Context: an optimization exercise on an open-source flow, tuned for a short achievable clock period. The choices shown serve that exercise and are no tape-out recipe.
No run shown here included a check of the RTL's function; only the layout flow was run.
No run shown here takes its clock network from TritonCTS; it comes from the design's own scripts or RTL.
No driver is modelled on the clock port, so clock power and skew are understated where the tree is cut down; a real chip needs a root buffer or a tree.
No activity file was given, so power comes from the tool's default toggle rates.

**config.mk**
```make
export PLATFORM = sky130hd
export DESIGN_NAME = ts0710_codec
export DESIGN_NICKNAME = ts0710_codec
export VERILOG_FILES = /design/flow/design.v
export SDC_FILE = /design/flow/constraint.sdc
export NUM_CORES = 4
export LEC_CHECK = 0
export ABC_CLOCK_PERIOD_IN_PS = 1000
export CAP_MARGIN = 20
export CORE_MARGIN = 2
export CORE_UTILIZATION = 40
export SETUP_SLACK_MARGIN = 3.6
export SLEW_MARGIN = 20
export SYNTH_HIERARCHICAL = 1
export SYNTH_MINIMUM_KEEP_SIZE = 0
export TNS_END_PERCENT = 100
```
**design.v**
```verilog
module ts0710_crc_step (
    input  wire [7:0] crc_in,
    input  wire [7:0] data,
    output reg  [7:0] crc_out
);
    integer k;
    always @* begin
        crc_out = crc_in ^ data;
        for (k = 0; k < 8; k = k + 1) begin
            if (crc_out[0])
                crc_out = (crc_out >> 1) ^ 8'hE0;
            else
                crc_out = crc_out >> 1;
        end
    end
endmodule
module ts0710_rx #(
    parameter [15:0] ACC_CAP = 16'd32774
) (
    input  wire        clk,
    input  wire        rst,
    input  wire        compat,      
    input  wire        flush,       
    input  wire        rx_valid,
    input  wire [7:0]  rx_data,
    output reg         code_valid,
    output reg  [3:0]  code,
    output reg  [7:0]  frm_addr,
    output reg  [7:0]  frm_ctrl,
    output reg  [15:0] frm_len,
    output reg  [7:0]  frm_fcs,
    output reg         pay_valid,
    output reg  [7:0]  pay_data,
    output reg         in_frame,
    output reg  [15:0] acc_len,
    output reg         ev_ok,
    output reg         ev_bad,
    output reg         ev_csum,
    output reg         ev_ovf
);
    localparam [7:0] FLAG = 8'hF9;
    localparam [3:0] C_DROPPED      = 4'd0,
                     C_STARTED      = 4'd1,
                     C_APPENDED     = 4'd2,
                     C_COLLAPSED    = 4'd3,
                     C_FRAME_OK     = 4'd4,
                     C_FRAME_BAD    = 4'd5,
                     C_FRAME_CSUM   = 4'd6,
                     C_OVF_DROPPED  = 4'd7,
                     C_OVF_RESTART  = 4'd8;
    reg         nf;          
    reg  [15:0] nacc;        
    reg  [15:1] accp1_hi;    
    reg         accp1_lo;    
    wire [15:0] accp1 = {accp1_hi, accp1_lo};
    reg  [2:0]  af;          
    reg         az1, az2;    
    reg         acap;        
    reg         at_cap;      
    reg         is1;         
    reg         ph1;         
    reg         ph2;         
    reg         ph3;         
    reg         ph4;         
    reg         post;        
    reg  [14:0] rem;         
    reg         rz0, rz1, rz2, rz3;
    wire [3:0]  rz = {rz3, rz2, rz1, rz0};
    wire        remnz = ~(&rz);
    reg         ge;          
    reg         ex;          
    reg  [7:0]  addr_r;      
    reg  [7:0]  ctrl_r;      
    reg  [7:0]  len0_r;      
    reg  [14:0] len_r;       
    reg  [7:0]  prev1;       
    reg  [7:0]  nprev1;      
    reg  [7:0]  prev2;       
    reg  [7:0]  crc_r;       
    reg         pend;        
    reg         ctrl_uih;    
    reg         ctrl_ua;     
    reg         len0_ff;     
    reg  [7:0]  fmx;         
    wire        fcs_match = &fmx;
    wire        quirk_len = post & len0_ff;
    wire        std_pay   = post & ~ge & remnz;
    wire        qrk_pay   = (rem[6:1] != 6'h3F);    
    wire        pay_here  = quirk_len ? qrk_pay : std_pay;
    wire        covered   = ~post | (std_pay & ~ctrl_uih);
    reg         live;        
    wire        kill      = is1 | ge;               
    wire        rem_is1   = (rem[3:0] == 4'd1) & rz[1] & rz[2] & rz[3];
    wire [7:0]  crc_fold;
    ts0710_crc_step u_crc (.crc_in(crc_r), .data(prev1), .crc_out(crc_fold));
    wire [7:0]  crc_n     = ph1 ? 8'hFF : (pend ? crc_fold : crc_r);
    wire [7:0]  fm_byte, fm_prev;
    wire [7:0]  crc_m     = pend ? crc_fold : crc_r;
    ts0710_xeq8 u_fm_byte (.a(~crc_m), .b(rx_data), .eq(fm_byte));
    ts0710_xeq8 u_fm_prev (.a(~crc_m), .b(prev1),   .eq(fm_prev));
    wire [3:0]  cmpl_code_c0 = ~ex ? C_FRAME_BAD : (fcs_match ? C_FRAME_OK : C_FRAME_CSUM);
    wire [3:0]  cmpl_code_c1 = quirk_len ? C_FRAME_OK :
                               (~ex ? C_FRAME_BAD :
                                ((fcs_match | ctrl_ua) ? C_FRAME_OK : C_FRAME_CSUM));
    wire [3:0]  code_live_flag = is1 ? C_COLLAPSED : C_APPENDED;
    wire [15:0] accp2;       
    wire [14:0] rem_m1;      
    wire [3:0]  acy = {&af[2:0], &af[1:0], af[0], 1'b1};    
    wire [3:0]  rbw = {&rz[2:0], &rz[1:0], rz[0], 1'b1};    
    genvar gi;
    generate
        for (gi = 0; gi < 16; gi = gi + 1) begin : g_inc
            if (gi % 4 == 0) begin : g0
                assign accp2[gi] = accp1[gi] ^ acy[gi/4];
            end else begin : gn
                assign accp2[gi] = accp1[gi] ^ (acy[gi/4] & (&accp1[gi-1:gi-gi%4]));
            end
        end
        for (gi = 0; gi < 15; gi = gi + 1) begin : g_dec
            if (gi % 4 == 0) begin : g0
                assign rem_m1[gi] = rem[gi] ^ rbw[gi/4];
            end else begin : gn
                assign rem_m1[gi] = rem[gi] ^ (rbw[gi/4] & ~(|rem[gi-1:gi-gi%4]));
            end
        end
    endgenerate
    wire [2:0]  a_e = {accp1[11:8] == 4'hE, accp1[7:4] == 4'hE, accp1[3:0] == 4'hE};
    wire [3:0]  r_1 = {rem[14:12] == 3'd1, rem[11:8] == 4'd1, rem[7:4] == 4'd1, rem[3:0] == 4'd1};
    wire [14:0] rem_ld3   = {8'd0, rx_data[7:1]};
    wire [14:0] rem_ld4   = {rx_data, len0_r[7:1]};
    wire        accp1_cap = acap;
    wire [15:0] accm5;
    wire [3:1]  mbw;         
    assign accm5[3:0] = accp1[3:0] - 4'd6;
    assign mbw[1] = (accp1[3:0] < 4'd6);
    assign mbw[2] = mbw[1] & az1;
    assign mbw[3] = mbw[2] & az2;
    generate
        for (gi = 4; gi < 16; gi = gi + 1) begin : g_m6
            if (gi % 4 == 0) begin : g0
                assign accm5[gi] = accp1[gi] ^ mbw[gi/4];
            end else begin : gn
                assign accm5[gi] = accp1[gi] ^ (mbw[gi/4] & ~(|accp1[gi-1:gi-gi%4]));
            end
        end
    endgenerate
    wire        idle    = ~live | flush;
    wire        ovf     = at_cap & ~nf & ~flush;
    wire        cmpl_c   = live & ge;                   
    wire        ev_gate  = ~rst & rx_valid & ~flush;    
    wire        adv      = post & ~ge & ~remnz;     
    wire [6:0]  flg_c1, flg_c0, flg;
    genvar cp;
    generate
        for (cp = 0; cp < 2; cp = cp + 1) begin : g_cp
            wire       c      = (cp == 1);
            wire       qrk_ok = c & quirk_len;
            wire       sum_ok = fcs_match | (c & ctrl_ua);
            wire       ok_c   = qrk_ok | (ex & sum_ok);
            wire       bad_c  = ~qrk_ok & ~ex;
            wire       csum_c = ~qrk_ok & ex & ~sum_ok;
            wire [3:0] c_n    = idle ? (ovf ? C_OVF_RESTART : C_STARTED)
                                     : (ge ? (c ? cmpl_code_c1 : cmpl_code_c0) : code_live_flag);
            wire [6:0] v      = {c_n, cmpl_c & ok_c, cmpl_c & bad_c, cmpl_c & csum_c};
            if (cp == 1) begin : g1
                assign flg_c1 = v;
            end else begin : g0
                assign flg_c0 = v;
            end
        end
    endgenerate
    ts0710_fsel #(.W(7)) u_csel (.s(compat), .a(flg_c1), .b(flg_c0), .y(flg));
    localparam NXW = 34;
    wire [NXW-1:0] nx_f1, nx_f0, nx_h, nx;
    genvar fl;
    generate
        for (fl = 0; fl < 2; fl = fl + 1) begin : g_nx
            wire        f     = (fl == 1);
            wire        start = idle & f;
            wire [6:0]  nfl   = {idle ? (ovf ? C_OVF_DROPPED : C_DROPPED) : C_APPENDED, 3'b000};
            wire        in_n  = ~rst & (idle ? f : ~(f & ge));
            wire [15:0] al_n  = rst ? 16'd0 :
                                (idle ? {15'd0, f} : ((f & kill) ? {15'd0, is1} : accp1));
            wire        a0_n  = idle ? 1'b0 : (is1 ? ~f : accp2[0]);
            wire        is1_n = f & (idle | is1);
            wire        ph1_n = start | (~idle & ph1 & f);
            wire        ph2_n = ~start & ph1 & ~f;
            wire        ph3_n = ~start & ph2;
            wire        ph4_n = ~start & ph3 & ~rx_data[0];
            wire        pst_n = ~start & (post | ph4 | (ph3 & rx_data[0]));
            wire        ge_n  = ~start & (ge | adv);
            wire        ex_n  = ~start & (adv | (ex & ~ge));
            wire        lv_n  = in_n & ~(~idle & accp1_cap);
            wire [NXW-1:0] v  = {f ? flg : nfl,
                                 in_n, al_n, a0_n, is1_n,
                                 ph1_n, ph2_n, ph3_n, ph4_n, pst_n, ge_n, ex_n, lv_n};
            if (fl == 1) begin : g1
                assign nx_f1 = v;
            end else begin : g0
                assign nx_f0 = v;
            end
        end
    endgenerate
    wire        in_h = ~rst & ~flush & ~nf;
    assign nx_h = {7'd0,
                   in_h, (rst | flush) ? 16'd0 : ~nacc, accp1[0], is1,
                   ph1, ph2, ph3, ph4, post, ge, ex, in_h & ~at_cap};
    ts0710_vfsel #(.W(4)) u_vsel7 (.d(rx_data), .v(rx_valid), .a(nx_f1[33:30]), .b(nx_f0[33:30]), .h(nx_h[33:30]), .y(nx[33:30]));
    ts0710_vfsel #(.W(4)) u_vsel6 (.d(rx_data), .v(rx_valid), .a(nx_f1[29:26]), .b(nx_f0[29:26]), .h(nx_h[29:26]), .y(nx[29:26]));
    ts0710_vfsel #(.W(4)) u_vsel5 (.d(rx_data), .v(rx_valid), .a(nx_f1[25:22]), .b(nx_f0[25:22]), .h(nx_h[25:22]), .y(nx[25:22]));
    ts0710_vfsel #(.W(4)) u_vsel4 (.d(rx_data), .v(rx_valid), .a(nx_f1[21:18]), .b(nx_f0[21:18]), .h(nx_h[21:18]), .y(nx[21:18]));
    ts0710_vfsel #(.W(4)) u_vsel3 (.d(rx_data), .v(rx_valid), .a(nx_f1[17:14]), .b(nx_f0[17:14]), .h(nx_h[17:14]), .y(nx[17:14]));
    ts0710_vfsel #(.W(4)) u_vsel2 (.d(rx_data), .v(rx_valid), .a(nx_f1[13:10]), .b(nx_f0[13:10]), .h(nx_h[13:10]), .y(nx[13:10]));
    ts0710_vfsel #(.W(5)) u_vsel1 (.d(rx_data), .v(rx_valid), .a(nx_f1[9:5]),   .b(nx_f0[9:5]),   .h(nx_h[9:5]),   .y(nx[9:5]));
    ts0710_vfsel #(.W(5)) u_vsel0 (.d(rx_data), .v(rx_valid), .a(nx_f1[4:0]),   .b(nx_f0[4:0]),   .h(nx_h[4:0]),   .y(nx[4:0]));
    always @(posedge clk) begin
        {code, in_frame, acc_len} <= {nx[33:30], nx[26:10]};
        nacc     <= ~nx[25:10];
        ev_ok    <= nx[29] & ev_gate;
        ev_bad   <= nx[28] & ev_gate;
        ev_csum  <= nx[27] & ev_gate;
        nf       <= ~nx[26];
        live     <= nx[0];
        accp1_lo <= nx[9];
        {is1, ph1, ph2, ph3, ph4, post, ge, ex} <= nx[8:1];
    end
    always @(posedge clk) begin
        if (rst) begin
            code_valid <= 1'b0;
            pay_valid  <= 1'b0;
            ev_ovf     <= 1'b0;
        end else begin
            code_valid <= rx_valid;
            pay_valid  <= rx_valid & ~flush & live & pay_here;
            ev_ovf     <= rx_valid & ovf;
        end
    end
    always @(posedge clk) begin
        pay_data <= quirk_len ? prev2 : rx_data;
        frm_len  <= (compat & quirk_len) ? accm5 : {1'b0, len_r};
        if (rx_valid) begin
            accp1_hi <= idle ? 15'd1 : accp2[15:1];
            af       <= {3{~idle & ~is1}} & ((acy[2:0] & a_e) | (~acy[2:0] & af));
            acap     <= ~idle & ~is1 & (accp1 == ACC_CAP - 16'd1);
            if (idle | is1) begin
                az1 <= 1'b1;
                az2 <= 1'b1;
            end else begin
                if (acy[1]) az1 <= af[1];
                if (acy[2]) az2 <= af[2];
            end
            at_cap      <= ~idle & accp1_cap;
        end
        if (ph1) addr_r <= rx_data;
        if (ph2) begin
            ctrl_r   <= rx_data;
            ctrl_uih <= ((rx_data & 8'hEF) == 8'hEF);
            ctrl_ua  <= ((rx_data & 8'hEF) == 8'h63);
        end
        if (ph3) begin
            len0_r  <= rx_data;
            len0_ff <= (rx_data == 8'hFF);
        end
        frm_addr <= addr_r;
        frm_ctrl <= ctrl_r;
        if (ph3)
            len_r <= {8'd0, rx_data[7:1]};
        else if (ph4)
            len_r <= {rx_data, len0_r[7:1]};
        if (ph3) begin
            rem   <= rem_ld3;
            {rz3, rz2, rz1, rz0} <= {rem_ld3[14:12] == 3'd0, rem_ld3[11:8] == 4'd0,
                      rem_ld3[7:4] == 4'd0, rem_ld3[3:0] == 4'd0};
        end else if (ph4) begin
            rem   <= rem_ld4;
            {rz3, rz2, rz1, rz0} <= {rem_ld4[14:12] == 3'd0, rem_ld4[11:8] == 4'd0,
                      rem_ld4[7:4] == 4'd0, rem_ld4[3:0] == 4'd0};
        end else if (rx_valid & std_pay) begin
            rem   <= rem_m1;
            if (rbw[1]) rz1 <= r_1[1];
            if (rbw[2]) rz2 <= r_1[2];
            if (rbw[3]) rz3 <= r_1[3];
            rz0   <= r_1[0];
        end
        if (rx_valid) begin
            prev2 <= prev1;
        end
        frm_fcs <= prev1;
        prev1   <= rx_valid ? rx_data : ~nprev1;
        nprev1  <= ~(rx_valid ? rx_data : prev1);
        pend <= rx_valid & covered;
        crc_r     <= crc_n;
        fmx       <= rx_valid ? fm_byte : fm_prev;
    end
endmodule
module ts0710_fsel #(
    parameter W = 1
) (
    input  wire         s,
    input  wire [W-1:0] a,
    input  wire [W-1:0] b,
    output wire [W-1:0] y
);
    assign y = s ? a : b;
endmodule
module ts0710_xeq8 (
    input  wire [7:0] a,
    input  wire [7:0] b,
    output wire [7:0] eq
);
    assign eq = ~(a ^ b);
endmodule
module ts0710_vfsel #(
    parameter W = 1
) (
    input  wire [7:0]   d,
    input  wire         v,
    input  wire [W-1:0] a,
    input  wire [W-1:0] b,
    input  wire [W-1:0] h,
    output wire [W-1:0] y
);
    wire f  = (d == 8'hF9);
    wire s1 = v & f;
    wire s0 = v & ~f;
    assign y = ({W{s1}} & a) | ({W{s0}} & b) | ({W{~v}} & h);
endmodule
module ts0710_tx (
    input  wire        clk,
    input  wire        rst,
    input  wire        tx_start,
    input  wire [7:0]  tx_addr,
    input  wire [7:0]  tx_ctrl,
    input  wire [15:0] tx_len,
    output reg         tx_ready,    
    input  wire        tx_pl_valid,
    input  wire [7:0]  tx_pl_data,
    output reg         tx_pl_ready,  
    output reg         tx_valid,
    output reg  [7:0]  tx_data,
    output reg         len_err      
);
    localparam [7:0] FLAG = 8'hF9;
    reg        st_addr, st_ctrl, st_len0, st_len1, st_fcs, st_close;
    reg [7:0]  addr_r;
    reg [7:0]  ctrl_r;
    reg [14:0] len_r;
    reg [14:0] rem;         
    reg        rz0, rz1, rz2, rz3;
    wire [3:0] rz = {rz3, rz2, rz1, rz0};
    reg [7:0]  crc_r;       
    reg        idle_n;
    reg        pay_n;
    reg [7:0]  txb_n;
    wire       idle = ~idle_n;
    wire       pay  = ~pay_n;
    wire [7:0] txb  = ~txb_n;
    reg        pend;        
    wire       ctrl_uih  = ((ctrl_r & 8'hEF) == 8'hEF);
    wire       short_len = (len_r[14:7] == 8'd0);
    wire       zero_len  = short_len & (len_r[6:0] == 7'd0);
    wire [7:0] len_b0    = {len_r[6:0], short_len};
    wire [7:0] len_b1    = len_r[14:7];
    reg        last;        
    wire [14:0] rem_m1;
    wire [3:0]  rbw = {&rz[2:0], &rz[1:0], rz[0], 1'b1};
    wire [3:0]  r_1 = {rem[14:12] == 3'd1, rem[11:8] == 4'd1, rem[7:4] == 4'd1, rem[3:0] == 4'd1};
    genvar gi;
    generate
        for (gi = 0; gi < 15; gi = gi + 1) begin : g_dec
            if (gi % 4 == 0) begin : g0
                assign rem_m1[gi] = rem[gi] ^ rbw[gi/4];
            end else begin : gn
                assign rem_m1[gi] = rem[gi] ^ (rbw[gi/4] & ~(|rem[gi-1:gi-gi%4]));
            end
        end
    endgenerate
    wire [7:0] crc_fold;
    ts0710_crc_step u_crc (.crc_in(crc_r), .data(txb), .crc_out(crc_fold));
    wire [7:0] crc_cur = pend ? crc_fold : crc_r;
    wire       go   = tx_start & idle & ~tx_len[15];
    wire       take = pay & tx_pl_valid;
    wire       ready_n = (idle & ~go) | st_close;
    wire       pl_n    = (st_len0 & short_len & ~zero_len) | st_len1 |
                         (pay & ~(tx_pl_valid & last));
    wire [7:0] data_n  = ({8{st_addr}} & addr_r)     |
                         ({8{st_ctrl}} & ctrl_r)     |
                         ({8{st_len0}} & len_b0)     |
                         ({8{st_len1}} & len_b1)     |
                         ({8{pay}}     & tx_pl_data) |
                         ({8{st_fcs}}  & ~crc_cur)   |
                         ({8{idle | st_close}} & FLAG);
    always @(posedge clk) begin
        if (rst) begin
            tx_ready    <= 1'b1;
            idle_n      <= 1'b0;
            tx_pl_ready <= 1'b0;
            pay_n       <= 1'b1;
            st_addr     <= 1'b0;
            st_ctrl     <= 1'b0;
            st_len0     <= 1'b0;
            st_len1     <= 1'b0;
            st_fcs      <= 1'b0;
            st_close    <= 1'b0;
            tx_valid    <= 1'b0;
            len_err     <= 1'b0;
        end else begin
            len_err     <= tx_start & idle & tx_len[15];
            tx_ready    <= ready_n;
            idle_n      <= ~ready_n;
            st_addr     <= go;
            st_ctrl     <= st_addr;
            st_len0     <= st_ctrl;
            st_len1     <= st_len0 & ~short_len;
            tx_pl_ready <= pl_n;
            pay_n       <= ~pl_n;
            st_fcs      <= (st_len0 & zero_len) | (take & last);
            st_close    <= st_fcs;
            tx_valid    <= go | st_addr | st_ctrl | st_len0 | st_len1 |
                           take | st_fcs | st_close;
        end
    end
    always @(posedge clk) begin
        last <= take ? (rem == 15'd2) : (rem == 15'd1);
        if (idle) begin
            addr_r <= tx_addr | 8'h01;
            ctrl_r <= tx_ctrl;
            len_r  <= tx_len[14:0];
            rem    <= tx_len[14:0];
            {rz3, rz2, rz1, rz0} <= {tx_len[14:12] == 3'd0, tx_len[11:8] == 4'd0,
                       tx_len[7:4] == 4'd0, tx_len[3:0] == 4'd0};
        end else if (take) begin
            rem <= rem_m1;
            if (rbw[1]) rz1 <= r_1[1];
            if (rbw[2]) rz2 <= r_1[2];
            if (rbw[3]) rz3 <= r_1[3];
            rz0 <= r_1[0];
        end
        if (idle)
            crc_r <= 8'hFF;
        else if (pend)
            crc_r <= crc_fold;
        pend <= st_addr | st_ctrl | st_len0 | st_len1 | (take & ~ctrl_uih);
        tx_data <= data_n;
        txb_n   <= ~data_n;
    end
endmodule
module ts0710_codec (
    input  wire        clk,
    input  wire        rst,           
    input  wire        compat,        
    input  wire        stat_clr,      
    input  wire        rx_valid,
    input  wire [7:0]  rx_data,
    input  wire        rx_flush,      
    output wire        rx_code_valid,
    output wire [3:0]  rx_code,
    output wire [7:0]  frm_addr,
    output wire [7:0]  frm_ctrl,
    output wire [15:0] frm_len,
    output wire [7:0]  frm_fcs,
    output wire        pay_valid,
    output wire [7:0]  pay_data,
    output wire        in_frame,
    output wire [15:0] acc_len,
    input  wire        tx_start,
    input  wire [7:0]  tx_addr,
    input  wire [7:0]  tx_ctrl,
    input  wire [15:0] tx_len,
    output wire        tx_ready,
    input  wire        tx_pl_valid,
    input  wire [7:0]  tx_pl_data,
    output wire        tx_pl_ready,
    output wire        tx_valid,
    output wire [7:0]  tx_data,
    output reg  [31:0] cnt_ok,
    output reg  [31:0] cnt_framing,
    output reg  [31:0] cnt_checksum,
    output reg  [31:0] cnt_overflow,
    output reg  [3:0]  err_flags      
);
    wire tx_len_err;
    wire ev_ok, ev_bad, ev_csum, ev_ovf;
    ts0710_rx u_rx (
        .clk        (clk),
        .rst        (rst),
        .compat     (compat),
        .flush      (rx_flush),
        .rx_valid   (rx_valid),
        .rx_data    (rx_data),
        .code_valid (rx_code_valid),
        .code       (rx_code),
        .frm_addr   (frm_addr),
        .frm_ctrl   (frm_ctrl),
        .frm_len    (frm_len),
        .frm_fcs    (frm_fcs),
        .pay_valid  (pay_valid),
        .pay_data   (pay_data),
        .in_frame   (in_frame),
        .acc_len    (acc_len),
        .ev_ok      (ev_ok),
        .ev_bad     (ev_bad),
        .ev_csum    (ev_csum),
        .ev_ovf     (ev_ovf)
    );
    ts0710_tx u_tx (
        .clk         (clk),
        .rst         (rst),
        .tx_start    (tx_start),
        .tx_addr     (tx_addr),
        .tx_ctrl     (tx_ctrl),
        .tx_len      (tx_len),
        .tx_ready    (tx_ready),
        .tx_pl_valid (tx_pl_valid),
        .tx_pl_data  (tx_pl_data),
        .tx_pl_ready (tx_pl_ready),
        .tx_valid    (tx_valid),
        .tx_data     (tx_data),
        .len_err     (tx_len_err)
    );
    reg clr_d;
    always @(posedge clk) begin
        if (rst) clr_d <= 1'b0;
        else     clr_d <= stat_clr;
    end
    wire [31:0] ok_next, bad_next, csum_next, ovf_next;
    ts0710_counter u_cnt_ok   (.clk(clk), .rst(rst), .clr(clr_d), .ev(ev_ok),   .cnt_next(ok_next));
    ts0710_counter u_cnt_bad  (.clk(clk), .rst(rst), .clr(clr_d), .ev(ev_bad),  .cnt_next(bad_next));
    ts0710_counter u_cnt_csum (.clk(clk), .rst(rst), .clr(clr_d), .ev(ev_csum), .cnt_next(csum_next));
    ts0710_counter u_cnt_ovf  (.clk(clk), .rst(rst), .clr(clr_d), .ev(ev_ovf),  .cnt_next(ovf_next));
    reg  [3:0] nerr;
    wire [3:0] err_base = clr_d ? 4'd0 : ~nerr;
    wire [3:0] err_next = err_base | {tx_len_err, ev_ovf, ev_csum, ev_bad};
    always @(posedge clk) begin
        if (rst) begin
            cnt_ok       <= 32'd0;
            cnt_framing  <= 32'd0;
            cnt_checksum <= 32'd0;
            cnt_overflow <= 32'd0;
            err_flags    <= 4'd0;
            nerr         <= 4'hF;
        end else begin
            cnt_ok       <= ok_next;
            cnt_framing  <= bad_next;
            cnt_checksum <= csum_next;
            cnt_overflow <= ovf_next;
            err_flags    <= err_next;
            nerr         <= ~err_next;
        end
    end
endmodule
module ts0710_counter (
    input  wire        clk,
    input  wire        rst,
    input  wire        clr,
    input  wire        ev,
    output wire [31:0] cnt_next
);
    reg  [31:0] ncnt;       
    reg  [6:0]  ones;       
    wire [31:0] base = ~ncnt;
    wire [31:0] sum;
    wire [7:0]  inc;        
    wire [6:0]  nib_e;      
    assign cnt_next = clr ? {31'd0, ev} : sum;
    genvar k, i;
    generate
        for (k = 0; k < 8; k = k + 1) begin : g_nib
            if (k == 0) begin : g0
                assign inc[0] = ev;
            end else begin : gn
                assign inc[k] = ev & (&ones[k-1:0]);
            end
            for (i = 0; i < 4; i = i + 1) begin : g_bit
                if (i == 0) begin : b0
                    assign sum[4*k] = base[4*k] ^ inc[k];
                end else begin : bn
                    assign sum[4*k+i] = base[4*k+i] ^ (inc[k] & (&base[4*k+i-1:4*k]));
                end
            end
            if (k < 7) begin : g_e
                assign nib_e[k] = (base[4*k+3:4*k] == 4'hE);
            end
        end
    endgenerate
    wire [6:0] ones_next = {7{~clr}} & ((inc[6:0] & nib_e) | (~inc[6:0] & ones));
    always @(posedge clk) begin
        if (rst) begin
            ones <= 7'd0;
            ncnt <= 32'hFFFFFFFF;
        end else begin
            ones <= ones_next;
            ncnt <= ~cnt_next;
        end
    end
endmodule
```
**flow/cts_tree.tcl**
```tcl
# Sourced by ORFS's cts.tcl before clock_tree_synthesis (PRE_CTS_TCL).
# Replaces TritonCTS with a balanced two-stage clock tree: the clock port
# feeds a few root inverters, one per group of sinks, and each root
# inverter feeds leaf inverters that each drive a tight cluster of
# flip-flops. Every flip-flop sees the same two inverting stages, so the
# clock keeps its sense.

set ::ct_root_cell sky130_fd_sc_hd__clkinv_16
set ::ct_leaf_cell sky130_fd_sc_hd__clkinv_8
set ::ct_roots 4
set ::ct_leaf_size 16

proc ct_kmeans { pts k iters } {
  # pts: list of {x y item}; returns a list of k lists of points
  set n [llength $pts]
  if { $k >= $n } {
    set out {}
    foreach p $pts { lappend out [list $p] }
    return $out
  }
  # seed centres with points spread along the sorted x+y order
  set sorted [lsort -real -index 0 [lmap p $pts { list [expr {[lindex $p 0] + [lindex $p 1]}] $p }]]
  set cs {}
  for { set i 0 } { $i < $k } { incr i } {
    set p [lindex [lindex $sorted [expr {int(($i + 0.5) * $n / $k)}]] 1]
    lappend cs [list [lindex $p 0] [lindex $p 1]]
  }
  # cap on cluster size so no leaf is overloaded
  set cap [expr {int(ceil(double($n) / $k * 1.15))}]
  for { set it 0 } { $it < $iters } { incr it } {
    # assign points, nearest centre first, respecting the cap
    set pairs {}
    set pi 0
    foreach p $pts {
      set ci 0
      foreach c $cs {
        set d [expr {abs([lindex $p 0] - [lindex $c 0]) + abs([lindex $p 1] - [lindex $c 1])}]
        lappend pairs [list $d $pi $ci]
        incr ci
      }
      incr pi
    }
    set pairs [lsort -real -index 0 $pairs]
    set assigned [lrepeat $n -1]
    set counts [lrepeat $k 0]
    foreach pr $pairs {
      lassign $pr d pi ci
      if { [lindex $assigned $pi] >= 0 } { continue }
      if { [lindex $counts $ci] >= $cap } { continue }
      lset assigned $pi $ci
      lset counts $ci [expr {[lindex $counts $ci] + 1}]
    }
    set groups [lrepeat $k {}]
    set pi 0
    foreach p $pts {
      set ci [lindex $assigned $pi]
      lset groups $ci [concat [lindex $groups $ci] [list $p]]
      incr pi
    }
    set ncs {}
    set ci 0
    foreach g $groups {
      if { [llength $g] == 0 } {
        lappend ncs [lindex $cs $ci]
      } else {
        set sx 0.0; set sy 0.0
        foreach p $g { set sx [expr {$sx + [lindex $p 0]}]; set sy [expr {$sy + [lindex $p 1]}] }
        lappend ncs [list [expr {$sx / [llength $g]}] [expr {$sy / [llength $g]}]]
      }
      incr ci
    }
    set cs $ncs
  }
  set out {}
  foreach g $groups { if { [llength $g] > 0 } { lappend out $g } }
  return $out
}

proc ct_centre { g } {
  set sx 0.0; set sy 0.0
  foreach p $g { set sx [expr {$sx + [lindex $p 0]}]; set sy [expr {$sy + [lindex $p 1]}] }
  return [list [expr {int($sx / [llength $g])}] [expr {int($sy / [llength $g])}]]
}

proc ct_place_buf { block master name xy } {
  set inst [odb::dbInst_create $block $master $name]
  # keep the buffer inside the core
  set core [$block getCoreArea]
  set x [expr {max([$core xMin], min([lindex $xy 0], [$core xMax] - [$master getWidth]))}]
  set y [expr {max([$core yMin], min([lindex $xy 1], [$core yMax] - [$master getHeight]))}]
  $inst setLocation $x $y
  $inst setPlacementStatus PLACED
  return $inst
}

proc ct_build {} {
  set db [ord::get_db]
  set block [ord::get_db_block]
  set rmaster [$db findMaster $::ct_root_cell]
  set lmaster [$db findMaster $::ct_leaf_cell]
  set clk_port [$block findBTerm clk]
  set clk_net [$clk_port getNet]

  # sinks: every instance pin on the clock net
  set pts {}
  foreach it [$clk_net getITerms] {
    set inst [$it getInst]
    set loc [$inst getLocation]
    lappend pts [list [lindex $loc 0] [lindex $loc 1] $it]
  }
  set nsinks [llength $pts]
  puts "ct: $nsinks sinks"

  set groups [ct_kmeans $pts $::ct_roots 30]
  set ri 0
  foreach g $groups {
    set nleaf [expr {int(ceil(double([llength $g]) / $::ct_leaf_size))}]
    set leaves [ct_kmeans $g $nleaf 30]
    set root [ct_place_buf $block $rmaster "ctroot_$ri" [ct_centre $g]]
    set rnet [odb::dbNet_create $block "ct_rootnet_$ri"]
    $rnet setSigType CLOCK
    [$root findITerm Y] connect $rnet
    [$root findITerm A] connect $clk_net
    set li 0
    foreach lg $leaves {
      set leaf [ct_place_buf $block $lmaster "ctleaf_${ri}_$li" [ct_centre $lg]]
      set lnet [odb::dbNet_create $block "ct_leafnet_${ri}_$li"]
      $lnet setSigType CLOCK
      [$leaf findITerm A] connect $rnet
      [$leaf findITerm Y] connect $lnet
      foreach p $lg {
        set it [lindex $p 2]
        $it disconnect
        $it connect $lnet
      }
      puts "ct: root $ri leaf $li drives [llength $lg] sinks"
      incr li
    }
    incr ri
  }
  $clk_net setSigType CLOCK
}

if { [info commands ct_orig_cts] eq "" } {
  rename clock_tree_synthesis ct_orig_cts
}
proc clock_tree_synthesis { args } {
  puts "ct: custom two-stage clock tree instead of clock_tree_synthesis $args"
  ct_build
}
```
**flow/run.sh**
```bash
#!/bin/bash
# Layout flow: the standard ORFS flow, with the clock tree built by
# flow/cts_tree.tcl (a balanced tree of two inverting stages) in place of TritonCTS.
set -euo pipefail
here=$(pwd)
export PRE_CTS_TCL="$here/flow/cts_tree.tcl"
bash standard.sh > "$here/standard_flow.log" 2>&1
```
**standard.sh**
```bash
#!/bin/bash
# synth_recipe.tcl (not shown) runs the flow's synth.tcl, then flattens the netlist and writes it again
# the make line also repeats each setting of config.mk as NAME=value (left out here)
make -C /OpenROAD-flow-scripts/flow DESIGN_CONFIG=/design/flow/config.mk WORK_HOME=/design/flow/orfs CLKGATE_MAP_FILE= SYNTH_SCRIPT=/design/flow/synth_recipe.tcl "${@:-finish}"
```
**constraint.sdc**
```tcl
create_clock -name core_clock -period 5.5 [get_ports {clk}]
set_input_delay 1.1000 -clock core_clock [delete_from_list [all_inputs] [get_ports {clk}]]
set_output_delay 1.1000 -clock core_clock [all_outputs]
set_load 0.01 [all_outputs]
```
==> results of run 1 <==
## power by group through the flow
| stage | Combinational [mW] | Sequential (mW) | Clock (mW) |
|---|---|---|---|
| 4_1_cts | 1.11 | 5.02 | 1.59 |
| 3_3_place_gp | 0.882 | 5.01 | 0 |
| 5_1_grt | 1.25 | 4.95 | 2.31 |
| 6_report | 1.16 | 4.93 | 2.04 |
| 2_1_floorplan | 0.565 | 4.97 | 0 |
| 3_5_place_dp | 0.893 | 5.02 | 0 |
## state kept, by name (all words and copies together), names as in the netlist, 16 cells and up
signal and cells:
u_cnt_bad.ncnt 32, u_cnt_ok.ncnt 32, u_rx.nacc 16, cnt_checksum 32, u_rx.acc_len 16, cnt_framing 32
cnt_overflow 32, cnt_ok 32, u_rx.frm_len 16, u_cnt_csum.ncnt 32, u_cnt_ovf.ncnt 32
## critical path: stages
cell	delay [ns]
buf_12	0.10
buf_6	0.11
buf_8	0.13
buf_6	0.11
nor2b_4	0.19
a32oi_2	0.13
mux2_4	0.27
nand3_2	0.05
a31oi_1	0.08
## per-layer routing
layer / part of all wire / vias to the layer above
met1: 0.43 / 9559
li1: - / 9328
met2: 0.48 / 600
met4: 0.034 / 0
met5: 0 / -
met3: 0.055 / 142
## worst paths after layout
path	slack (ns)	to	start	cells past startpoint
setup / recovery	3.32	u_rx.code[0]	rx_flush	9
hold / removal	0.35	u_rx.frm_ctrl[3]	u_rx.ctrl_r[3]	0
setup reg to reg	3.46	u_rx.code[0]	u_rx.live	6
hold reg to reg	0.35	u_rx.frm_ctrl[3]	u_rx.ctrl_r[3]	0
## synthesized netlist by cell type (all sizes together), types with 5 or more instances
master     n  share of area
xnor2     74          0.027
ha        52          0.026
a22o       5         0.0017
o31a      25         0.0087
mux2      33          0.016
nor2     207          0.031
nand2b    62          0.015
o22ai      6         0.0015
a21o       5         0.0015
nor4      41          0.013
dfxtp    484           0.39
nand4b    17         0.0059
a21boi     5         0.0015
nand3     66          0.014
and2      35         0.0087
a21oi     66          0.013
edfxtp   120           0.14
mux2i     51          0.020
nand4     36          0.010
a221oi     5         0.0017
and4       9         0.0031
or3       65          0.016
and4bb     5         0.0025
and4b     16         0.0072
o21ai     85          0.017
inv      113          0.017
or4b       9         0.0037
clkbuf    57         0.0098
or2        6         0.0015
nor2b    177          0.044
a31oi     36         0.0090
buf       70          0.015
xor2      67          0.023
nand4bb    5         0.0022
or3b       5         0.0017
nand2    146          0.022
o41a      12         0.0054
and3      18         0.0045
o21a       6         0.0018
nor3      87          0.018
nor4b     29          0.010
nor3b     10         0.0030
## logic make-up (layout without fill, tap and decap cells)
group                    after synthesis  after routing  share of synthesized area
AO/OA/AOI/OAI                        286            286                     0.0740
other                                  1             14                   0.000149
buffers and inverters                242            587                     0.0424
flip-flops                           604            604                      0.530
multiplexers                          84             84                     0.0362
XOR/XNOR                             141            141                     0.0504
AND/OR/NAND/NOR                     1059           1074                      0.241
adder cells (fa/ha/maj)               52             52                     0.0259
## area by class of cell
| class | count | area [um2] |
|---|---|---|
| tap | 837 | 1050 |
| multi-input combinational | 1651 | 12100 |
| fill | 5484 | 30000 |
| sequential | 604 | 13300 |
| inverter | 158 | 1210 |
| timing repair buffer | 429 | 4190 |
## modules after synthesis (local to each module, per instance), excerpt
module,cells,times used,cell area (um2),flip-flops and latches
ts0710_rx,742,1,8330,225
ts0710_counter,225,4,1980,39
ts0710_xeq8,8,2,70.1,0
ts0710_crc_step,22,2,208,0
ts0710_codec,293,1,3720,137
ts0710_tx,290,1,3420,86
## per-stage QoR
stage / std cells / utilization
detailed placement: 3482 / 0.461
global placement: 3482 / 0.461
CTS: 3657 / 0.514
floorplan: 2482 / -
finish: 3679 / 0.515
global route: 3679 / 0.515
## what timing repair did
| item | CTS | global route |
|---|---|---|
| setup endpoints to repair | 792 | 383 |
| resized for setup | 619 | 592 |
| cloned | 41 | 2 |
| setup buffers | 91 | 20 |
| pin swaps | 97 | 52 |
==> summary.md, run 1 <==
| Metric | Value |
|---|---|
| Status | timing/DRC/antenna clean |
| Worst slew pin tran | 0.771 ns |
| Final net count | 2,952 |
| Most frequent cells in the layout | dfxtp_1 (455), clkbuf_2 (197), nor2_1 (188) |
| Final worst-path cycle share | 0.397 |
| Clock latency (worst-skew pair) | 0.29 ns |
| Die ar. | 0.0648 mm2 |
| All-Layer GR Usage | 0.206 |
| Ant. Diodes | 0 |
| Switching share of power | 0.309 |
| Min cycle time layout | 2.18 ns |
| Syn_area_per_cell | 10.2 um2 |
| Grt met3 use | 0.0271 |
| Power Dens Cells | 256 mW/mm2 |
| Chip height | 254 um |
| Initial Util | 0.406 |
| Share of layout cells above drive strength 1 | 0.265 |
| CP max FO | 6 |
| TritonRoute pass-1 iters | 5 |
| Predominant post-synthesis flop cell | dfxtp_1 |
| GPL Wtd Cong | 0.825 |
| # port buffers | 268 |
| Vias per cell | 5.34 |
| DRC errors left | 0 |
| Max Freq | 0.458 GHz |
| Commonest non-fill, non-tap cell in the layout | dfxtp_1 |
| Pint | 5.63 mW |
| First-pass GRT wire length | 107,000 um |
| Synth warn | 11 |
| Initial antenna violation count | 1 |
| Antenna-violating nets left | 0 |
| Slew Viols, Final | 0 |
| Most used routing layer in global routing | met2 |
| Met1 usage | 0.273 |
| Hold_ws | 0.347 ns |
| Clock Pin Slew Worst Setup and Hold Paths | 0.07 ns |
| Post-CTS Hold Buffers | 0 |
| Worst EP arrival | 2.30 ns |
| Comb power frac | 0.143 |
| Seq/Total Area, Yosys | 0.530 |
| Critical path required time | 5.61 ns |
| Clock power share | 0.251 |
| Vias in the first global route | 19,300 |
| Psw | 2.51 mW |
| Cell area after synthesis | 0.0251 mm2 |
| Min-Delay Path Class | reg -> reg |
| Seq cells post-synth | 604 |
| Vias post-DR | 19,600 |
| Crit path capture type | register |
| Post-Layout Inst Area | 0.0318 mm2 |
| DP Area | 0.0285 mm2 |
| Unrepaired setup endpoints after global routing | yes |
| CP startpoint kind | input port |
| Core Area | 0.0618 mm2 |
| Post-DP HPWL | 41,500 um |
| Largest net degree at the start of global routing | 91 |
| Post-synth EDFFs | 120 |
| Tot Pwr | 8.14 mW |
| Drt first-iter violations | 1,361 |
| Die width | 254 um |
| Critical path class | in -> reg |
| Unique masters post-synth | 89 |
| Avg WL per Cell | 19.2 um |
| Seq pwr share | 0.606 |
| Layout area overhead | 26.9% |
| Post-Route WL | 70,600 um |
| I/O pin total | 270 |
| Final Hold Fails | 0 |
| Met2 Track Usage GR | 0.349 |
| Final setup fails | 0 |
| Mapped Cells | 2,469 |
| Post-route setup TNS | 0 ns |
| Overflow left after global routing | 0 |
| Post-synthesis async set-or-reset flop share | 0 |
| Worst vdd ir | 0.277 mV |
| Max_slew headroom | 0.485 |
| Pre-CTS setup slack | 2.11 ns |
| Cell Rows | 91 |
| Setup slack after layout | 3.32 ns |
| Clock Skews | 0.0481 ns |
| Static leakage | 12.7 nW |
| Max-Cap Viols | 0 |
==> inputs of run 2 (changes only) <==
==> flow/run.sh (replaced) <==
#!/bin/bash
# Layout flow: the standard ORFS flow, with the clock tree built by
# flow/cts_tree.tcl (a balanced two-stage buffer tree) in place of TritonCTS.
set -euo pipefail
here=$(pwd)
export PRE_CTS_TCL="$here/flow/cts_tree.tcl"
bash standard.sh > "$here/standard_flow.log" 2>&1
--- a/flow/cts_tree.tcl
+++ b/flow/cts_tree.tcl
@@ -1,11 +1,9 @@
 # Sourced by ORFS's cts.tcl before clock_tree_synthesis (PRE_CTS_TCL).
 # Replaces TritonCTS with a balanced two-stage clock tree: the clock port
-# feeds a few root inverters, one per group of sinks, and each root
-# inverter feeds leaf inverters that each drive a tight cluster of
-# flip-flops. Every flip-flop sees the same two inverting stages, so the
-# clock keeps its sense.
+# feeds a few root buffers, one per group of sinks, and each root buffer
+# feeds leaf buffers that each drive a tight cluster of flip-flops. Every
+# flip-flop sees the same number of buffer stages.
 
-set ::ct_root_cell sky130_fd_sc_hd__clkinv_16
-set ::ct_leaf_cell sky130_fd_sc_hd__clkinv_8
+set ::ct_buf   sky130_fd_sc_hd__clkbuf_16
 set ::ct_roots 4
 set ::ct_leaf_size 16
@@ -97,6 +95,5 @@
   set db [ord::get_db]
   set block [ord::get_db_block]
-  set rmaster [$db findMaster $::ct_root_cell]
-  set lmaster [$db findMaster $::ct_leaf_cell]
+  set master [$db findMaster $::ct_buf]
   set clk_port [$block findBTerm clk]
   set clk_net [$clk_port getNet]
@@ -117,16 +114,16 @@
     set nleaf [expr {int(ceil(double([llength $g]) / $::ct_leaf_size))}]
     set leaves [ct_kmeans $g $nleaf 30]
-    set root [ct_place_buf $block $rmaster "ctroot_$ri" [ct_centre $g]]
+    set root [ct_place_buf $block $master "ctroot_$ri" [ct_centre $g]]
     set rnet [odb::dbNet_create $block "ct_rootnet_$ri"]
     $rnet setSigType CLOCK
-    [$root findITerm Y] connect $rnet
+    [$root findITerm X] connect $rnet
     [$root findITerm A] connect $clk_net
     set li 0
     foreach lg $leaves {
-      set leaf [ct_place_buf $block $lmaster "ctleaf_${ri}_$li" [ct_centre $lg]]
+      set leaf [ct_place_buf $block $master "ctleaf_${ri}_$li" [ct_centre $lg]]
       set lnet [odb::dbNet_create $block "ct_leafnet_${ri}_$li"]
       $lnet setSigType CLOCK
       [$leaf findITerm A] connect $rnet
-      [$leaf findITerm Y] connect $lnet
+      [$leaf findITerm X] connect $lnet
       foreach p $lg {
         set it [lindex $p 2]
==> run 2 against run 1 <==
Net effect: still clean on timing, DRC and antenna; synthesized cell count is the same; clock power grew 37%; cell area grew 3.2%; sequential power is essentially flat; largest power group unchanged.
==> summary.md, run 2 <==
| Metric | Value |
|---|---|
| Status | timing/DRC/antenna clean |
| Setup slack after layout | 3.44 ns (+0.127 ns) |
| Largest net degree at the start of global routing | 91 (unchanged) |
| Drt first-iter violations | 1,399 (+2.8%) |
| R2r setup slk | 3.50 ns (+0.04 ns) |
| Antenna-violating nets left | 0 (unchanged) |
| Ant. Diodes | 0 (unchanged) |
| Commonest non-fill, non-tap cell in the layout | dfxtp_1 |
| Tot Pwr | 8.93 mW (+9.7%) |
| Chip height | 254 um (unchanged) |
| Seq cells post-synth | 604 (unchanged) |
| Crit path top cell by count | buf_6 |
| Worst EP arrival | 2.35 ns (+0.05 ns) |
| Post-synth EDFFs | 120 (unchanged) |
| Core Area | 0.0618 mm2 (unchanged) |
| Final Hold Fails | 0 (unchanged) |
| Most common cell in the netlist | dfxtp_1 |
| Post-synthesis async set-or-reset flop share | 0 (unchanged) |
| Share of layout cells above drive strength 1 | 0.301 (+0.0365) |
| Comb power frac | 0.133 (-0.010) |
| Switching share of power | 0.247 (-0.0616) |
| Register-to-Register Path Depth | 6 (unchanged) |
| Pint | 6.72 mW (+19%) |
| Avg WL per Cell | 19.2 um (about the same) |
| Crit path max-delay family | buffers and inverters |
| Die ar. | 0.0648 mm2 (unchanged) |
| Clock power share | 0.313 (+0.062) |
| Max_slew headroom | 0.494 (+0.00907) |
| Pre-CTS setup slack | 2.11 ns (unchanged) |
| I/O pin total | 270 (unchanged) |
| GPL Wtd Cong | 0.825 (unchanged) |
| Final setup fails | 0 (unchanged) |
| Power Dens Cells | 272 mW/mm2 (+6.3%) |
| Critical path class | in -> reg |
| Synth warn | 11 (unchanged) |
| TritonRoute pass-1 iters | 7 (+2) |
| Post-Route WL | 70,400 um (-0.29%) |
| Clock Pin Slew Worst Setup and Hold Paths | 0.07 ns (about the same) |
| Clock latency (worst-skew pair) | 0.40 ns (+0.11 ns) |
| Unique masters post-synth | 89 (unchanged) |
| Max-Cap Viols | 0 (unchanged) |
| Final worst-path cycle share | 0.374 (-0.0231) |
| Seq pwr share | 0.554 (-0.052) |
| Initial antenna violation count | 0 (-1) |
| Highest-delay cell along the critical path | nor2b_4 |
| Stages on worst setup path | 10 (+1) |
| # port buffers | 268 (unchanged) |
| Overflow left after global routing | 0 (unchanged) |
| All-Layer GR Usage | 0.207 (about the same) |
| Hold Crit Start | u_rx.addr_r[2] |
| First-pass GRT wire length | 107,000 um (about the same) |
| Die width | 254 um (unchanged) |
| Post-route setup TNS | 0 ns (unchanged) |
| Min cycle time layout | 2.06 ns (-0.127 ns) |
| Unrepaired setup endpoints after global routing | yes |
| Static leakage | 13.1 nW (+2.9%) |
| Hold EP | u_rx.frm_addr[2] |
| Synth area leaders | dfxtp_1 (39%), edfxtp_1 (14%), nor2b_1 (4.4%), nor2_1 (3.1%), ha_1 (2.6%) |
| Buffers and inverters on the worst path | 4 (unchanged) |
| Vias per cell | 5.32 (-0.22%) |
| Cell area after synthesis | 0.0251 mm2 (unchanged) |
| R2r endpoint | u_rx.code[0] |
| Final net count | 2,943 (-0.30%) |
| Worst slew pin tran | 0.758 ns (-0.0136 ns) |
| Vias in the first global route | 19,200 (-0.20%) |
| Worst vdd ir | 0.293 mV (+6.0%) |
| Largest area contributor in the netlist | dfxtp_1 |
| DRC errors left | 0 (unchanged) |
| Max incr delay on CP | 0.19 ns (-0.08 ns) |
| Fillers | 5,353 (-2.4%) |
| RR Startpoint | u_rx.live |
| Post-DP HPWL | 41,500 um (unchanged) |
| Clock Skews | 0.0454 ns (-0.00263 ns) |
| Slew Viols, Final | 0 (unchanged) |
| Vias post-DR | 19,500 (-0.46%) |
| Layout area overhead | 31.0% |
| Predominant post-synthesis flop cell | dfxtp_1 |
| Seq/Total Area, Yosys | 0.530 (unchanged) |
| Critical path required time | 5.79 ns (+0.18 ns) |
| Crit-path cells | buf_12, buf_6, buf_8, buf_6, nor2b_4, nand2_2, o22ai_2, mux2_4, nand3_1, a31oi_1 |
| Min-Delay Path Class | reg -> reg |
| Post-synth top area share | 0.386 (unchanged) |
| Cell Rows | 91 (unchanged) |
| Most frequent cells in the layout | dfxtp_1 (337), nor2_1 (189), buf_6 (163) |
| Syn_area_per_cell | 10.2 um2 (unchanged) |
| Mapped Cells | 2,469 (unchanged) |
| CP max FO | 6 (unchanged) |
| Initial Util | 0.406 (unchanged) |
| CP startpoint kind | input port |
| Most frequent cells after synthesis | dfxtp_1 (484), nor2_1 (206), nor2b_1 (177), nand2_1 (145), edfxtp_1 (120) |
| Hold depth | 0 (unchanged) |
| Crit path capture type | register |
| Psw | 2.21 mW (-12%) |
| Max Freq | 0.486 GHz (+6.2%) |
[run 2: cell counts after synthesis]
Identical to the previous run, type by type.
[run 2: worst max path at each step]
stage / slack [ns] / endpoint / from
5_1_grt: 3.40 / u_rx.code[1] / rx_flush
6_report: 3.44 / u_rx.code[1] / rx_flush
2_1_floorplan: 3.17 / u_rx.nacc[9] / rx_flush
4_1_cts: 2.95 / u_rx.nacc[9] / rx_flush
3_5_place_dp: 2.11 / u_rx.nacc[2] / rx_flush
3_3_place_gp: 2.13 / u_rx.frm_len[2] / compat
[run 2: metrics by stage]
step,util,instances,instance area [um2],hold slack (ns)
after floorplan,-,2482,25400,0.323
after global placement,0.461,3482,28500,0.330
after detailed placement,0.461,3482,28500,0.327
after CTS,0.519,3655,32100,0.327
after global routing,0.532,3670,32900,0.352
final,0.532,3670,32900,0.346
[run 2: metal layers]
metal	part of all wire	track usage	vias to the layer above
li1	-	-	9311
met1	0.43	0.275	9458
met2	0.48	0.349	617
met3	0.059	0.0262	152
met4	0.034	0.0649	0
met5	0	0	-
[run 2: cells by family (layout without fill, tap and decap cells)]
group | count (synthesis) | in the layout | share of synthesized area
DFF | 604 | 604 | 0.530
muxes | 84 | 84 | 0.0362
xor gates and xnor gates | 141 | 141 | 0.0504
AOI/OAI and AO/OA | 286 | 286 | 0.0740
adders and majority gates | 52 | 52 | 0.0259
and+or+nand+nor | 1059 | 1074 | 0.241
other | 1 | 14 | 0.000149
buffers and inverters | 242 | 578 | 0.0424
[run 2: cell type report]
class / count / area, um2 / share of cell area
repair buffers: 420 / 4820 / 0.147
multi-input cells: 1651 / 12000 / 0.365
well taps: 837 / 1050 / 0.0319
flip-flops and latches: 604 / 13500 / 0.410
plain buffers: 43 / 1080 / 0.0327
inverters: 115 / 452 / 0.0137
[run 2: power groups by stage]
stage	combinational [mW]	sequential, mW	clock, mW
after detailed placement	0.893	5.02	0
after global routing	1.28	4.97	3.03
after global placement	0.882	5.01	0
final	1.19	4.95	2.79
after floorplan	0.565	4.97	0
after CTS	1.10	5.02	2.23
[run 2: modules after synthesis (local to each module, per instance), a selection]
| module | area, um2 | copies in the design | flip-flops and latches | cells inside |
|---|---|---|---|---|
| ts0710_rx | 8330 | 1 | 225 | 742 |
| ts0710_tx | 3420 | 1 | 86 | 290 |
| ts0710_xeq8 | 70.1 | 2 | 0 | 8 |
| ts0710_crc_step | 208 | 2 | 0 | 22 |
| ts0710_counter | 1980 | 4 | 39 | 225 |
| ts0710_codec | 3720 | 1 | 137 | 293 |
[run 2: repair_timing]
item | 4_1_cts | 5_1_grt
hold buffers | 0 | 0
endpoints found under the hold margin | 0 | 0
gates resized for setup | 627 | 1038
cloned | 43 | 1
setup endpoints to repair | 792 | 355
pin swaps | 97 | 32
buffers inserted | 87 | 14
==> inputs of run 3 (changes only) <==
--- a/design.v
+++ b/design.v
@@ -150,4 +150,5 @@
     wire        ev_gate  = ~rst & rx_valid & ~flush;    
     wire        adv      = post & ~ge & ~remnz;     
+    wire        ovf_nf   = at_cap & ~nf;            
     wire [6:0]  flg_c1, flg_c0, flg;
     genvar cp;
@@ -160,6 +161,6 @@
             wire       bad_c  = ~qrk_ok & ~ex;
             wire       csum_c = ~qrk_ok & ex & ~sum_ok;
-            wire [3:0] c_n    = idle ? (ovf ? C_OVF_RESTART : C_STARTED)
-                                     : (ge ? (c ? cmpl_code_c1 : cmpl_code_c0) : code_live_flag);
+            wire [3:0] c_n    = ~live ? (ovf_nf ? C_OVF_RESTART : C_STARTED)
+                                      : (ge ? (c ? cmpl_code_c1 : cmpl_code_c0) : code_live_flag);
             wire [6:0] v      = {c_n, cmpl_c & ok_c, cmpl_c & bad_c, cmpl_c & csum_c};
             if (cp == 1) begin : g1
@@ -172,46 +173,56 @@
     ts0710_fsel #(.W(7)) u_csel (.s(compat), .a(flg_c1), .b(flg_c0), .y(flg));
     localparam NXW = 34;
-    wire [NXW-1:0] nx_f1, nx_f0, nx_h, nx;
-    genvar fl;
+    wire [NXW-1:0] nx_f1, nx_f0, nx_h, nx_f1c, nx_f0c, nx_hc, nx;
+    genvar fl, fs;
     generate
-        for (fl = 0; fl < 2; fl = fl + 1) begin : g_nx
-            wire        f     = (fl == 1);
-            wire        start = idle & f;
-            wire [6:0]  nfl   = {idle ? (ovf ? C_OVF_DROPPED : C_DROPPED) : C_APPENDED, 3'b000};
-            wire        in_n  = ~rst & (idle ? f : ~(f & ge));
-            wire [15:0] al_n  = rst ? 16'd0 :
-                                (idle ? {15'd0, f} : ((f & kill) ? {15'd0, is1} : accp1));
-            wire        a0_n  = idle ? 1'b0 : (is1 ? ~f : accp2[0]);
-            wire        is1_n = f & (idle | is1);
-            wire        ph1_n = start | (~idle & ph1 & f);
-            wire        ph2_n = ~start & ph1 & ~f;
-            wire        ph3_n = ~start & ph2;
-            wire        ph4_n = ~start & ph3 & ~rx_data[0];
-            wire        pst_n = ~start & (post | ph4 | (ph3 & rx_data[0]));
-            wire        ge_n  = ~start & (ge | adv);
-            wire        ex_n  = ~start & (adv | (ex & ~ge));
-            wire        lv_n  = in_n & ~(~idle & accp1_cap);
-            wire [NXW-1:0] v  = {f ? flg : nfl,
-                                 in_n, al_n, a0_n, is1_n,
-                                 ph1_n, ph2_n, ph3_n, ph4_n, pst_n, ge_n, ex_n, lv_n};
-            if (fl == 1) begin : g1
-                assign nx_f1 = v;
-            end else begin : g0
-                assign nx_f0 = v;
+        for (fs = 0; fs < 2; fs = fs + 1) begin : g_fs
+            wire idle_x = (fs == 1) ? 1'b1 : ~live;
+            wire ovf_x  = (fs == 1) ? 1'b0 : ovf_nf;
+            for (fl = 0; fl < 2; fl = fl + 1) begin : g_nx
+                wire        f     = (fl == 1);
+                wire        start = idle_x & f;
+                wire [6:0]  nfl   = {idle_x ? (ovf_x ? C_OVF_DROPPED : C_DROPPED) : C_APPENDED, 3'b000};
+                wire [6:0]  flgx  = (fs == 1) ? {C_STARTED, 3'b000} : flg;
+                wire        in_n  = ~rst & (idle_x ? f : ~(f & ge));
+                wire [15:0] al_n  = rst ? 16'd0 :
+                                    (idle_x ? {15'd0, f} : ((f & kill) ? {15'd0, is1} : accp1));
+                wire        a0_n  = idle_x ? 1'b0 : (is1 ? ~f : accp2[0]);
+                wire        is1_n = f & (idle_x | is1);
+                wire        ph1_n = start | (~idle_x & ph1 & f);
+                wire        ph2_n = ~start & ph1 & ~f;
+                wire        ph3_n = ~start & ph2;
+                wire        ph4_n = ~start & ph3 & ~rx_data[0];
+                wire        pst_n = ~start & (post | ph4 | (ph3 & rx_data[0]));
+                wire        ge_n  = ~start & (ge | adv);
+                wire        ex_n  = ~start & (adv | (ex & ~ge));
+                wire        lv_n  = in_n & ~(~idle_x & accp1_cap);
+                wire [NXW-1:0] v  = {f ? flgx : nfl,
+                                     in_n, al_n, a0_n, is1_n,
+                                     ph1_n, ph2_n, ph3_n, ph4_n, pst_n, ge_n, ex_n, lv_n};
+                if (fs == 0 && fl == 1) begin : g01
+                    assign nx_f1 = v;
+                end else if (fs == 0) begin : g00
+                    assign nx_f0 = v;
+                end else if (fl == 1) begin : g11
+                    assign nx_f1c = v;
+                end else begin : g10
+                    assign nx_f0c = v;
+                end
             end
         end
     endgenerate
-    wire        in_h = ~rst & ~flush & ~nf;
-    assign nx_h = {7'd0,
-                   in_h, (rst | flush) ? 16'd0 : ~nacc, accp1[0], is1,
-                   ph1, ph2, ph3, ph4, post, ge, ex, in_h & ~at_cap};
-    ts0710_vfsel #(.W(4)) u_vsel7 (.d(rx_data), .v(rx_valid), .a(nx_f1[33:30]), .b(nx_f0[33:30]), .h(nx_h[33:30]), .y(nx[33:30]));
-    ts0710_vfsel #(.W(4)) u_vsel6 (.d(rx_data), .v(rx_valid), .a(nx_f1[29:26]), .b(nx_f0[29:26]), .h(nx_h[29:26]), .y(nx[29:26]));
-    ts0710_vfsel #(.W(4)) u_vsel5 (.d(rx_data), .v(rx_valid), .a(nx_f1[25:22]), .b(nx_f0[25:22]), .h(nx_h[25:22]), .y(nx[25:22]));
-    ts0710_vfsel #(.W(4)) u_vsel4 (.d(rx_data), .v(rx_valid), .a(nx_f1[21:18]), .b(nx_f0[21:18]), .h(nx_h[21:18]), .y(nx[21:18]));
-    ts0710_vfsel #(.W(4)) u_vsel3 (.d(rx_data), .v(rx_valid), .a(nx_f1[17:14]), .b(nx_f0[17:14]), .h(nx_h[17:14]), .y(nx[17:14]));
-    ts0710_vfsel #(.W(4)) u_vsel2 (.d(rx_data), .v(rx_valid), .a(nx_f1[13:10]), .b(nx_f0[13:10]), .h(nx_h[13:10]), .y(nx[13:10]));
-    ts0710_vfsel #(.W(5)) u_vsel1 (.d(rx_data), .v(rx_valid), .a(nx_f1[9:5]),   .b(nx_f0[9:5]),   .h(nx_h[9:5]),   .y(nx[9:5]));
-    ts0710_vfsel #(.W(5)) u_vsel0 (.d(rx_data), .v(rx_valid), .a(nx_f1[4:0]),   .b(nx_f0[4:0]),   .h(nx_h[4:0]),   .y(nx[4:0]));
+    wire        in_h = ~rst & ~nf;
+    assign nx_h  = {7'd0, in_h, rst ? 16'd0 : ~nacc, accp1[0], is1,
+                    ph1, ph2, ph3, ph4, post, ge, ex, in_h & ~at_cap};
+    assign nx_hc = {7'd0, 1'b0, 16'd0, accp1[0], is1,
+                    ph1, ph2, ph3, ph4, post, ge, ex, 1'b0};
+    ts0710_vfsel #(.W(4)) u_vsel7 (.d(rx_data), .v(rx_valid), .fl(flush), .a(nx_f1[33:30]), .b(nx_f0[33:30]), .h(nx_h[33:30]), .ac(nx_f1c[33:30]), .bc(nx_f0c[33:30]), .hc(nx_hc[33:30]), .y(nx[33:30]));
+    ts0710_vfsel #(.W(4)) u_vsel6 (.d(rx_data), .v(rx_valid), .fl(flush), .a(nx_f1[29:26]), .b(nx_f0[29:26]), .h(nx_h[29:26]), .ac(nx_f1c[29:26]), .bc(nx_f0c[29:26]), .hc(nx_hc[29:26]), .y(nx[29:26]));
+    ts0710_vfsel #(.W(4)) u_vsel5 (.d(rx_data), .v(rx_valid), .fl(flush), .a(nx_f1[25:22]), .b(nx_f0[25:22]), .h(nx_h[25:22]), .ac(nx_f1c[25:22]), .bc(nx_f0c[25:22]), .hc(nx_hc[25:22]), .y(nx[25:22]));
+    ts0710_vfsel #(.W(4)) u_vsel4 (.d(rx_data), .v(rx_valid), .fl(flush), .a(nx_f1[21:18]), .b(nx_f0[21:18]), .h(nx_h[21:18]), .ac(nx_f1c[21:18]), .bc(nx_f0c[21:18]), .hc(nx_hc[21:18]), .y(nx[21:18]));
+    ts0710_vfsel #(.W(4)) u_vsel3 (.d(rx_data), .v(rx_valid), .fl(flush), .a(nx_f1[17:14]), .b(nx_f0[17:14]), .h(nx_h[17:14]), .ac(nx_f1c[17:14]), .bc(nx_f0c[17:14]), .hc(nx_hc[17:14]), .y(nx[17:14]));
+    ts0710_vfsel #(.W(4)) u_vsel2 (.d(rx_data), .v(rx_valid), .fl(flush), .a(nx_f1[13:10]), .b(nx_f0[13:10]), .h(nx_h[13:10]), .ac(nx_f1c[13:10]), .bc(nx_f0c[13:10]), .hc(nx_hc[13:10]), .y(nx[13:10]));
+    ts0710_vfsel #(.W(5)) u_vsel1 (.d(rx_data), .v(rx_valid), .fl(flush), .a(nx_f1[9:5]),   .b(nx_f0[9:5]),   .h(nx_h[9:5]),   .ac(nx_f1c[9:5]),   .bc(nx_f0c[9:5]),   .hc(nx_hc[9:5]),   .y(nx[9:5]));
+    ts0710_vfsel #(.W(5)) u_vsel0 (.d(rx_data), .v(rx_valid), .fl(flush), .a(nx_f1[4:0]),   .b(nx_f0[4:0]),   .h(nx_h[4:0]),   .ac(nx_f1c[4:0]),   .bc(nx_f0c[4:0]),   .hc(nx_hc[4:0]),   .y(nx[4:0]));
     always @(posedge clk) begin
         {code, in_frame, acc_len} <= {nx[33:30], nx[26:10]};
@@ -316,7 +327,11 @@
     input  wire [7:0]   d,
     input  wire         v,
+    input  wire         fl,
     input  wire [W-1:0] a,
     input  wire [W-1:0] b,
     input  wire [W-1:0] h,
+    input  wire [W-1:0] ac,
+    input  wire [W-1:0] bc,
+    input  wire [W-1:0] hc,
     output wire [W-1:0] y
 );
@@ -324,5 +339,7 @@
     wire s1 = v & f;
     wire s0 = v & ~f;
-    assign y = ({W{s1}} & a) | ({W{s0}} & b) | ({W{~v}} & h);
+    wire [W-1:0] yn = ({W{s1}} & a)  | ({W{s0}} & b)  | ({W{~v}} & h);
+    wire [W-1:0] yc = ({W{s1}} & ac) | ({W{s0}} & bc) | ({W{~v}} & hc);
+    assign y = fl ? yc : yn;
 endmodule
 module ts0710_tx (
==> run 3 against run 2 <==
Net effect: still clean; sequential share of layout area is 2.8 points lower; largest cell class is now multi-input gates; power is 8.5% higher; global-route usage is 0.090 points higher; die area is 5.3% higher; critical endpoint is now u_rx.nacc[0]; worst hold slack worse by 0.0041 ns; final cell count is 8.1% higher; wire length is 4.6% higher; synthesized area is 5.3% higher.
==> summary.md, run 3 <==
| Metric | Value |
|---|---|
| Drt first-iter violations | 1,363 (-2.6%) |
| Slew Viols, Final | 0 (unchanged) |
| Vias per cell | 5.24 (-1.6%) |
| R2r setup slk | 3.55 ns (+0.05 ns) |
| Ant. Diodes | 0 (unchanged) |
| Max_slew headroom | 0.446 (-0.0484) |
| Avg WL per Cell | 18.5 um (-3.3%) |
| RR Startpoint | u_rx.live |
| Final worst-path cycle share | 0.365 (-0.00883) |
| Max-Cap Viols | 0 (unchanged) |
| Post-synthesis async set-or-reset flop share | 0 (unchanged) |
| Top routing layer in use | met4 |
| Critical path required time | 5.78 ns (about the same) |
| Most common cell in the netlist | dfxtp_1 |
| Initial antenna violation count | 0 (unchanged) |
| Pre-CTS setup slack | 1.90 ns (-0.211 ns) |
| Met2 wire len | 36,000 um (+7.6%) |
| I/O pin total | 270 (unchanged) |
| Initial Util | 0.403 (-0.00310) |
| R2r endpoint | u_rx.nacc[1] |
| CP max FO | 6 (unchanged) |
| CP startpoint kind | input port |
| Seq cells post-synth | 604 (unchanged) |
| Unrepaired setup endpoints after global routing | yes |
| Register-to-Register Path Depth | 7 (+1) |
| Status | timing/DRC/antenna clean |
| DRC errors left | 0 (unchanged) |
| # port buffers | 268 (unchanged) |
| Post-CTS Hold Buffers | 0 (unchanged) |
| Most frequent cells in the layout | dfxtp_1 (348), nand2_1 (201), buf_6 (186) |
| Seq/Total Area, Yosys | 0.503 (-0.0268) |
| Power Dens Cells | 275 mW/mm2 (+1.1%) |
| Final setup fails | 0 (unchanged) |
| Die width | 261 um (+2.6%) |
| Synth area leaders | dfxtp_1 (37%), edfxtp_1 (14%), nor2b_1 (4.2%), nand2_1 (3.1%), ha_1 (2.5%) |
| All-Layer GR Usage | 0.208 (+0.000905) |
| Crit path capture type | register |
| Critical path class | in -> reg |
| Predominant post-synthesis flop cell | dfxtp_1 |
| Core Area | 0.0656 mm2 (+6.2%) |
| Final net count | 3,216 (+9.3%) |
| Post-synth top area share | 0.367 (-0.0196) |
| Hold EP | u_rx.frm_ctrl[4] |
| Static leakage | 14.7 nW (+12%) |
| Largest area contributor in the netlist | dfxtp_1 |
| Hold depth | 0 (unchanged) |
| Cell area after synthesis | 0.0264 mm2 (+5.3%) |
| Die ar. | 0.0682 mm2 (+5.3%) |
| Most frequent cells after synthesis | dfxtp_1 (484), nand2_1 (215), nor2b_1 (177), nor2_1 (167), inv_1 (122) |
| WL met3 | 3430 um (-17%) |
| Syn_area_per_cell | 10.2 um2 (+0.22%) |
| Chip height | 261 um (+2.6%) |
| Mapped Cells | 2,595 (+5.1%) |
| Clock latency (worst-skew pair) | 0.40 ns (about the same) |
| Hold Crit Start | u_rx.ctrl_r[4] |
| Vias post-DR | 20,800 (+6.4%) |
| Worst vdd ir | 0.280 mV (-4.4%) |
| First-pass GRT wire length | 115,000 um (+7.0%) |
| Share of layout cells above drive strength 1 | 0.302 (+0.000968) |
| Vias in the first global route | 20,900 (+8.6%) |
| Post-Route WL | 73,600 um (+4.6%) |
| Layout area overhead | 33.4% |
| Post-DP HPWL | 43,200 um (+4.1%) |
| Crit path launch | rx_data[1] |
| Clock Pin Slew Worst Setup and Hold Paths | 0.07 ns (about the same) |
| Unique masters post-synth | 78 (-12%) |
| Final Hold Fails | 0 (unchanged) |
| Setup slack after layout | 3.49 ns (+0.0486 ns) |
| Commonest non-fill, non-tap cell in the layout | dfxtp_1 |
| Synth warn | 11 (unchanged) |
| Min-Delay Path Class | reg -> reg |
| Overflow left after global routing | 0 (unchanged) |
| GPL Wtd Cong | 0.832 (+0.86%) |
| Met1 WL | 31,900 um (+5.0%) |
| Clock Skews | 0.0303 ns (-0.0152 ns) |
| Largest net degree at the start of global routing | 54 (-41%) |
| Max Freq | 0.498 GHz (+2.4%) |
| Min cycle time layout | 2.01 ns (-0.0486 ns) |
| Worst EP arrival | 2.28 ns (-0.07 ns) |
| Antenna-violating nets left | 0 (unchanged) |
| Cell Rows | 94 (+3.3%) |
| Worst slew pin tran | 0.830 ns (+0.0725 ns) |
| TritonRoute pass-1 iters | 5 (-2) |
| Post-route setup TNS | 0 ns (unchanged) |
| Post-synth EDFFs | 120 (unchanged) |
run 3: changes by cell type after synthesis, moves of 16 or more:
cell and delta:
a21oi_1 +30, and3_1 +16, and4b_2 -16, nand4b_4 +16
o211ai_1 +33, a31oi_1 -31, a32oi_1 +33, nand2_1 +70
nor2_1 -39, a21boi_0 +35, o21ai_0 -17
run 3: worst max path at each step:
stage | to | slack, ns
2_1_floorplan | u_rx.nacc[10] | 3.24
3_3_place_gp | u_rx.nacc[10] | 1.93
3_5_place_dp | u_rx.post | 1.90
4_1_cts | u_rx.nacc[2] | 3.12
5_1_grt | u_rx.code[0] | 3.46
6_report | u_rx.nacc[0] | 3.49
run 3: Yosys stat by module, one instance, submodules excluded, excerpt:
| module | cells | times used | flip-flops and latches |
|---|---|---|---|
| ts0710_counter | 222 | 4 | 39 |
| ts0710_tx | 290 | 1 | 86 |
| ts0710_crc_step | 22 | 2 | 0 |
| ts0710_rx | 734 | 1 | 225 |
| ts0710_xeq8 | 8 | 2 | 0 |
| ts0710_codec | 293 | 1 | 137 |
run 3: logic make-up after synthesis:
logic type | share of synthesized area
mux | 0.0493
other cells | 0.000284
flops | 0.503
fa+ha+maj | 0.0251
compound gates | 0.0930
simple gates | 0.239
xor+xnor | 0.0475
buf+inv | 0.0434
run 3: timing repair:
item | in CTS | in global routing
setup endpoints to repair | 796 | 310
resized for setup | 696 | 999
gates cloned | 40 | 0
pin swaps | 106 | 29
buffers inserted | 149 | 19
run 3: power breakdown:
| part | internal, mW | switching [mW] |
|---|---|---|
| Clock | 1.38 | 1.43 |
| Sequential | 4.84 | 0.232 |
| Combinational | 0.905 | 0.900 |
| Total | 7.12 | 2.56 |
run 3: critical path, stage by stage:
cell,delay (ns)
buf_12,0.11
buf_12,0.13
nand4b_4,0.22
nor2_8,0.17
mux2_4,0.31
a32oi_2,0.17
inv_1,0.06
run 3: stage by stage:
stage | power [mW] | util | cells | area [um2] | hold slack (ns)
6_report | 9.68 | 0.537 | 3969 | 35300 | 0.342
5_1_grt | 10.1 | 0.537 | 3969 | 35300 | 0.345
4_1_cts | 9.04 | 0.527 | 3950 | 34600 | 0.327
3_5_place_dp | 6.51 | 0.460 | 3718 | 30200 | 0.327
3_3_place_gp | 6.47 | 0.460 | 3718 | 30200 | 0.329
2_1_floorplan | 6.03 | - | 2691 | 27000 | 0.323
run 3: layout make-up:
class	instances	area (um2)
timing repair buffer	487	5500
sequential	604	13500
multi-input combinational	1846	13600
buffer	43	1080
fill	5692	30400
tap	864	1080
inverter	125	497
run 3: routing by layer:
metal | up-vias | GRT usage
li1 | 10000 | -
met1 | 10200 | 0.273
met2 | 469 | 0.363
met3 | 141 | 0.0198
met4 | 0 | 0.0589
met5 | - | 0
